Background: an optimization exercise with open tools, aiming at small area. Do not read the settings as production practice. Where RTL was checked, it was by simulation tests only, not by an equivalence proof against the original. Power figures rest on the tool's default switching activity, not on a simulated workload.

## ajq_top
module ajq_top #(
    parameter N_RX = 16,
    parameter N_TX = 16
) (
    input  wire        clk,
    input  wire        rst,
    input  wire        drx_req_valid,
    input  wire [39:0] drx_req,
    output wire        drx_req_ready,
    output reg         drx_rsp_valid,
    output wire [33:0] drx_rsp,
    input  wire        dtx_req_valid,
    input  wire [39:0] dtx_req,
    output wire        dtx_req_ready,
    output reg         dtx_rsp_valid,
    output wire [33:0] dtx_rsp,
    input  wire        m_req_valid,
    input  wire [39:0] m_req,
    output wire        m_req_ready,
    output reg         m_rsp_valid,
    output wire [33:0] m_rsp,
    output wire        rxq_empty,
    output wire        rxq_full,
    output wire        txq_empty,
    output wire        txq_full,
    output wire        tx_irq_en,
    output wire [31:0] pkt
);
Size in the first run: about 1700 cells after synthesis, ~270 I/O pins.
Settings: LEC_CHECK=0, ABC_AREA=1, CAP_MARGIN=20, CORE_MARGIN=2, CORE_UTILIZATION=40, CTS_BUF_LIST=sky130_fd_sc_hd__clkbuf_16, CTS_CLUSTER_DIAMETER=100, CTS_CLUSTER_SIZE=30, SLEW_MARGIN=20; clock period 10.0 ns.
standard.sh (not shown) runs the stock make flow with config.mk's settings and CLKGATE_MAP_FILE= SYNTH_SCRIPT=/design/flow/synth_recipe.tcl, a recipe that flattens the netlist after the stock synthesis.
==> flow/flow/run.sh <==
#!/bin/bash
# Layout: the standard flow (standard.sh), with smaller port buffers,
# the synthesis buffers removed and non-critical cells downsized.
set -euo pipefail
export BUFFER_PORTS_ARGS="-buffer_cell sky130_fd_sc_hd__buf_1"
export REMOVE_ABC_BUFFERS=1
bash standard.sh \
  "BUFFER_PORTS_ARGS=$BUFFER_PORTS_ARGS" \
  "REMOVE_ABC_BUFFERS=$REMOVE_ABC_BUFFERS" \
  finish > make_finish.log 2>&1
Then changed:
==> flow/run.sh (new file) <==
#!/bin/bash
# synth_recipe.tcl (not shown) runs the flow's synth.tcl, then flattens the netlist and writes it again
# the make line also repeats each setting of config.mk as NAME=value (left out here)
make -C /OpenROAD-flow-scripts/flow DESIGN_CONFIG=/design/flow/config.mk WORK_HOME=/design/flow/orfs CLKGATE_MAP_FILE= SYNTH_SCRIPT=/design/flow/synth_recipe.tcl finish
Settings changed: ABC_AREA 1 to not set, CTS_BUF_LIST sky130_fd_sc_hd__clkbuf_16 to sky130_fd_sc_hd__clkbuf_4, CTS_CLUSTER_DIAMETER 100 to not set, CTS_CLUSTER_SIZE 30 to not set.
removed: flow/flow/run.sh
removed: flow/standard.sh
=>
- The changed run passed the timing, DRC and antenna checks
- die area grows by 0.84%
- final cell count shrinks by 6.2%
- fmax shrinks by 19%
- total power grows by 17%
- worst setup slack loses 1100 ps
- flip-flop and latch count stays the same
- routed wire length grows by 2.5%
Then changed:
Settings changed: ABC_AREA set to 1, CTS_BUF_LIST sky130_fd_sc_hd__clkbuf_4 to sky130_fd_sc_hd__clkbuf_8, CTS_CLUSTER_DIAMETER set to 60, CTS_CLUSTER_SIZE set to 18.
The new run passed the timing, DRC and antenna checks. Synthesized cell count is higher by 22%. Clock skew falls by 39 ps. Wire length drops by 0.87%.
Function was not checked in any run of this note: the RTL went through the layout flow alone.

---

Setup of P:
ajq_top, a different RTL version from the one above (not shown whole).
For scale: ~1200 cells after synthesis, roughly 18000 um^2 of cells after synthesis.
clock: 10.0 ns
lec_check: 0
cap_margin: 20
core_margin: 2
core_utilization: 40
cts_buf_list: sky130_fd_sc_hd__clkbuf_16
cts_cluster_diameter: 100
cts_cluster_size: 30
slew_margin: 20
==> flow/flow/run.sh <==
#!/bin/bash
# Layout: the standard flow (standard.sh), with the smallest buffer on each port,
# as the standard flow otherwise.
set -euo pipefail
export BUFFER_PORTS_ARGS="-buffer_cell sky130_fd_sc_hd__buf_1"
bash standard.sh \
  "BUFFER_PORTS_ARGS=$BUFFER_PORTS_ARGS" \
  finish > make_finish.log 2>&1
The inputs of Q differ from those of P as listed below.
Settings: PLACE_DENSITY newly set to 0.75; CORE_UTILIZATION changed from 40 to 60.
[summary]
- Per the comparison of Q with P, wire length of the first global-routing pass -6.6%, placement-stage cell area decreased by 1.4% relative to the old numbers, number of fillers in the final layout dropped 1900.
- Q — maximum number of pins on one net before global-route repair 1 higher, P as reference
- Q has number of well-tap cells placed below what P had.
- Summary — data arrival at the endpoint of the critical path, Q relative to P: lower, by 230 ps.
- Looking at power spent charging and discharging nets across P and Q, the one that comes out lower is Q.
- Re cell area: P and Q aren't equal, and the higher value belongs to P.
### Q -> R
Settings: CORE_UTILIZATION: 60 -> 75; PLACE_DENSITY: 0.75 -> 0.88.
--- outcome ---
- When the final numbers for R and Q were put side by side, the share of power burned in the clock network turned out to be greater in Q.
- Flip-flop and latch area delta (Q -> R): insignificant
- In the reports for R and Q, the smaller global-route usage belongs to Q.
- Of R and Q, Q shows the lower total routed wirelength, with R above it.
- Diff Q -> R: final standard cell utilization of the core climbed 15 points, floorplan core area decreased about 20%, design area shows a reduction of 91 um^2.
- When R is set beside Q, its global-route met1 utilization turns out to be 9.3 points larger.
- Die area of R falls short of that of Q by more than 10%.
- Looking at height of the chip, R sits 10% lower than Q does.
For S, these inputs were changed with respect to R:
Settings: removing PLACE_DENSITY (formerly 0.88); changing CTS_CLUSTER_SIZE from 30 to 20; changing CTS_CLUSTER_DIAMETER from 100 to 50; changing CTS_BUF_LIST from sky130_fd_sc_hd__clkbuf_16 to sky130_fd_sc_hd__clkbuf_8; changing CORE_UTILIZATION from 75 to 40.
### Flow results
- The count of cells along the worst hold path reported for S is greater than that of R by 1.
- The higher power consumption of R and S is in S.
- Compared to R, S was floorplanned on a bigger die.
- Compared to R, the routing of S uses more wire.
- First-pass GRT wire length: S > R
- S reports a higher source-to-sink clock delay at the later pin of the worst-skew pair than R does.
- Final standard cell count with taps included and fillers excluded, R and S: larger value in S
- [S] post-route clock period utilization rose 0.49 points relative to R
- S vs R: clock power share up

---

ajq_top again, from the RTL that the note above started with.
Settings: LEC_CHECK=0, CAP_MARGIN=20, CORE_MARGIN=2, CORE_UTILIZATION=60, CTS_BUF_LIST=sky130_fd_sc_hd__clkbuf_16, CTS_CLUSTER_DIAMETER=100, CTS_CLUSTER_SIZE=30, PLACE_DENSITY=0.75, SLEW_MARGIN=20; clock period 10.0 ns.
==> flow/flow/run.sh <==
#!/bin/bash
# Layout: the standard flow (standard.sh) with two changes: the smallest
# buffer on each port, and one tie cell per constant value (no tie fanout
# repair).
set -euo pipefail
export BUFFER_PORTS_ARGS="-buffer_cell sky130_fd_sc_hd__buf_1"
export SKIP_REPAIR_TIE_FANOUT=1
bash standard.sh \
  "BUFFER_PORTS_ARGS=$BUFFER_PORTS_ARGS" \
  "SKIP_REPAIR_TIE_FANOUT=$SKIP_REPAIR_TIE_FANOUT" \
  finish > make_finish.log 2>&1
The first run passed the timing, DRC and antenna checks.
==> next run, changes <==
- GPL_TIMING_DRIVEN: not set -> 0
Power climbs slightly.
First-iteration DRC count drops by a little under a tenth.
Fmax drops by roughly a tenth.
Flip-flop and latch count does not change.
Final area climbs by a few percent.
Die area does not change.
Critical path depth climbs by 1.

re-timing with driven ports:
In the flow no input, the clock included, has a driving cell. The finished layouts below were timed again as built, in two steps.
Step 1 (the two cells are an assumption about what drives the block):
set clk [get_ports {clk}]
set_driving_cell -lib_cell sky130_fd_sc_hd__clkbuf_16 $clk
set_driving_cell -lib_cell sky130_fd_sc_hd__buf_2 [delete_from_list [all_inputs] $clk]
Step 2 adds t to the input delays and takes it off the output delays; t is the mean of the earliest and latest rising clock arrival at the registers after step 1. Input paths then give back, and output paths get back, about the clock's delay inside the block.
Three values: ideal ports, drivers, drivers and shift; two values: the first two.
run	shift t [ns]	setup slack, ns	worst setup path at the end	slew at the worst register clock pin (ns)	pins driven straight from the clock port
the first run of note 1	0.602	5.385 / 5.427 / 4.825	input to register	0.12 / 0.12	1
the second run of note 1	0.854	4.331 / 4.283 / 3.779	input to register	0.08 / 0.08	1
the third run of note 1	0.642	5.056 / 5.066 / 4.424	input to register	0.11 / 0.11	1
P	0.589	5.184 / 5.217 / 4.628	input to register	0.12 / 0.12	1
Q	0.572	5.352 / 5.382 / 4.810	input to register	0.11 / 0.11	1
R	0.565	5.250 / 5.257 / 4.693	input to register	0.11 / 0.11	1
S	0.651	5.201 / 5.230 / 4.579	input to register	0.12 / 0.12	1
the first run of note 3	0.557	5.290 / 5.319 / 4.762	input to register	0.12 / 0.12	1
the second run of note 3	0.555	4.801 / 4.823 / 4.268	input to register	0.12 / 0.12	1
After both steps setup and hold are still met in every run listed. The setup slack of the third run of note 1, which loses most, moves by +0.010 ns with the drivers and by -0.632 ns with both steps.
